Background: an optimization exercise with open tools, aiming at small area, a short achievable clock period and few clock cycles per item. Do not read the settings as production practice. At most, simulation tests tie the RTL to the original design; equivalence was not proved.

Design ydl_angle_engine, start of the top module:
module ydl_angle_engine (
    input  wire        clk,
    input  wire        rst,
    input  wire        hdr_valid,
    output wire        hdr_ready,
    input  wire [15:0] hdr_start_code,
    input  wire [15:0] hdr_end_code,
    input  wire [7:0]  hdr_count,
    input  wire [13:0] hdr_dist_first,
    input  wire [13:0] hdr_dist_last,
    input  wire        smp_valid,
    output wire        smp_ready,
    input  wire [23:0] smp_raw,
    output wire        out_valid,
    input  wire        out_ready,
    output reg  [15:0] out_angle,
    output reg  [13:0] out_dist,
    output reg  [9:0]  out_intensity,
    output reg         out_last
);
export LEC_CHECK = 0
export ABC_AREA = 1
export CAP_MARGIN = 0
export CORE_MARGIN = 2
export CORE_UTILIZATION = 40
export SLEW_MARGIN = 0
create_clock -name core_clock -period 12.0 [get_ports {clk}]
run.sh (not shown) runs the stock make flow with config.mk's settings and CLKGATE_MAP_FILE= SYNTH_SCRIPT=/design/flow/synth_recipe.tcl, a recipe that flattens the netlist after the stock synthesis.
Testbench counts at the start, summed over its fixed seeds: cycles 60,086, items 56,574.
==> next run, changes <==
CAP_MARGIN = 20   (was 0)
CTS_CLUSTER_DIAMETER = 60   (was unset)
CTS_CLUSTER_SIZE = 30   (was unset)
SLEW_MARGIN = 20   (was 0)
Sequential cell count stays the same; worst hold slack gets better by 11 ps; design area hardly moves; wire length came out lower by 0.36%; worst setup slack loses 20 ps; die area does not change; sequential share of layout area stays flat; synthesized area stays the same; utilization fell by 0.10 points.

========
Another version of the RTL of ydl_angle_engine (not shown whole).
Size: roughly 5700 cells after synthesis, ~990 flip-flops, ~140 I/O pins.
Settings: LEC_CHECK=0, ABC_AREA=1, CAP_MARGIN=20, CORE_MARGIN=2, CORE_UTILIZATION=40, GPL_TIMING_DRIVEN=0, SLEW_MARGIN=20; clock period 12.0 ns.
==> next run, changes <==
--- a/flow/config.mk
+++ b/flow/config.mk
@@ -11,3 +11,2 @@
 export CORE_UTILIZATION = 40
-export GPL_TIMING_DRIVEN = 0
 export SLEW_MARGIN = 20
Setup slack improves by 0.64 ns.
Sequential share of layout area went up by 0.46 points.
Global-route usage falls by 0.96 points.
Area after synthesis does not change.
Utilization fell by 0.47 points.
Clock-buffer cell count climbs by 10.
Design area fell by about 1%.
Flip-flop and latch count does not change.
Function was not checked in any run of this note: the RTL went through the layout flow alone.

========
Another version of the RTL of ydl_angle_engine (not shown whole).
For scale: roughly 4700 cells after synthesis, ~55000 sq um of cells after synthesis.
export LEC_CHECK = 0
export CAP_MARGIN = 20
export CORE_MARGIN = 2
export CORE_UTILIZATION = 40
export SLEW_MARGIN = 20
create_clock -name core_clock -period 12.0 [get_ports {clk}]
Rerun with:
CORE_UTILIZATION = 60   (was 40)
Outcome: The new run went through all stages and came out clean; die area decreases by a quarter to a third; wire length decreases by a few percent; global-route usage increases by 7.6 points; utilization increases by 22 points; critical path depth increases by 2; flip-flop and latch count is unchanged.
Function was not checked in any run of this note: the RTL went through the layout flow alone.

========
pepper:
ydl_angle_engine, a different RTL version from the one above (not shown whole).
Size: ~6100 cells after synthesis, roughly 950 flip-flops, about 60000 sq um of cells after synthesis.
clock: 12.0 ns
lec_check: 0
abc_area: 1
cap_margin: 20
core_margin: 2
core_utilization: 40
setup_slack_margin: 5
slew_margin: 20
Testbench counts of pepper, summed over its fixed seeds: cycles 60,086, items 56,574.
What garnet does differently from pepper at the input level:
# pepper
export LEC_CHECK = 0
export ABC_AREA = 1
export CAP_MARGIN = 20
export CORE_MARGIN = 2
export CORE_UTILIZATION = 40
export SETUP_SLACK_MARGIN = 5
export SLEW_MARGIN = 20
create_clock -name core_clock -period 12.0 [get_ports {clk}]
# garnet
export LEC_CHECK = 0
export ABC_AREA = 1
export CAP_MARGIN = 20
export CORE_MARGIN = 2
export CORE_UTILIZATION = 40
export SLEW_MARGIN = 20
create_clock -name core_clock -period 12.0 [get_ports {clk}]
--- outcome ---
When garnet is measured against pepper, its global-route track usage on met3 turns out 0.44 points lower.
Wire: garnet routes more than pepper
Diff pepper -> garnet: number of antenna violations at the first check in global routing shows an increase of 3, count of nets left with antenna violations after detail routing essentially unchanged, post-layout instance area shows no meaningful change, normalized max-slew margin down 6.9 points.

========
ydl_angle_engine with an RTL version that a note above also has.
For scale: about 6000 cells after synthesis, about 140 I/O pins, roughly 0.060 mm^2 of cells after synthesis.
Settings: LEC_CHECK=0, ABC_AREA=1, CAP_MARGIN=20, CORE_MARGIN=2, CORE_UTILIZATION=40, PLACE_DENSITY=0.75, SLEW_MARGIN=20; clock period 12.0 ns.
Testbench counts at the start, summed over its fixed seeds: cycles 60,086, items 56,574.
==> next run, changes <==
PLACE_DENSITY = not set   (was 0.75)
The new run completed with no timing, DRC or antenna violations.
Global-route usage climbs by 0.16 points.
Non-clock buffer count rises by 5.
Setup slack is better by 0.47 ns.
Design area stays flat.
Synthesized area does not change.
Hold slack got worse by 0.010 ns.

## afterwards: timing with drivers on the ports
No port has a modelled driver above. Below, the same layouts with a new extraction and two added sets of constraints.
Step 1 assumes that a clkbuf_16 drives the clock port and a buf_2 every other input.
Step 2 moves the port delays by t, midway between the first and last clock arrival at a register: inputs arrive t later, outputs are due t later. That takes back most of the time a late clock gives input paths.
a / b / c = no drivers / after step 1 / after step 2; a / b = the first two.
| run | shift t [ns] | setup WS [ns] | worst setup path at the end | slew at the worst register clock pin (ns) | cell pins on the clock port's net |
|---|---|---|---|---|---|
| the first run of note 1 | 0.782 | 6.699 / 6.699 / 5.977 | input to register | 0.07 / 0.07 | 1 |
| the second run of note 1 | 0.780 | 6.679 / 6.679 / 5.991 | input to register | 0.10 / 0.10 | 1 |
| the first run of note 2 | 0.781 | 5.850 / 5.850 / 5.850 | register to register | 0.07 / 0.07 | 1 |
| the second run of note 2 | 0.780 | 6.491 / 6.491 / 6.141 | input to register | 0.07 / 0.07 | 1 |
| the first run of note 3 | 0.745 | 1.125 / 1.125 / 1.125 | register to register | 0.06 / 0.06 | 1 |
| the second run of note 3 | 0.736 | 1.296 / 1.296 / 1.296 | register to register | 0.07 / 0.07 | 1 |
| pepper | 0.779 | 6.466 / 6.466 / 6.466 | register to register | 0.07 / 0.07 | 1 |
| garnet | 0.783 | 6.526 / 6.454 / 6.526 | register to register | 0.07 / 0.07 | 1 |
| the first run of note 5 | 0.774 | 6.229 / 6.287 / 5.513 | input to register | 0.07 / 0.07 | 1 |
| the second run of note 5 | 0.782 | 6.699 / 6.699 / 5.977 | input to register | 0.07 / 0.07 | 1 |
After both steps setup and hold are still met in every run listed.
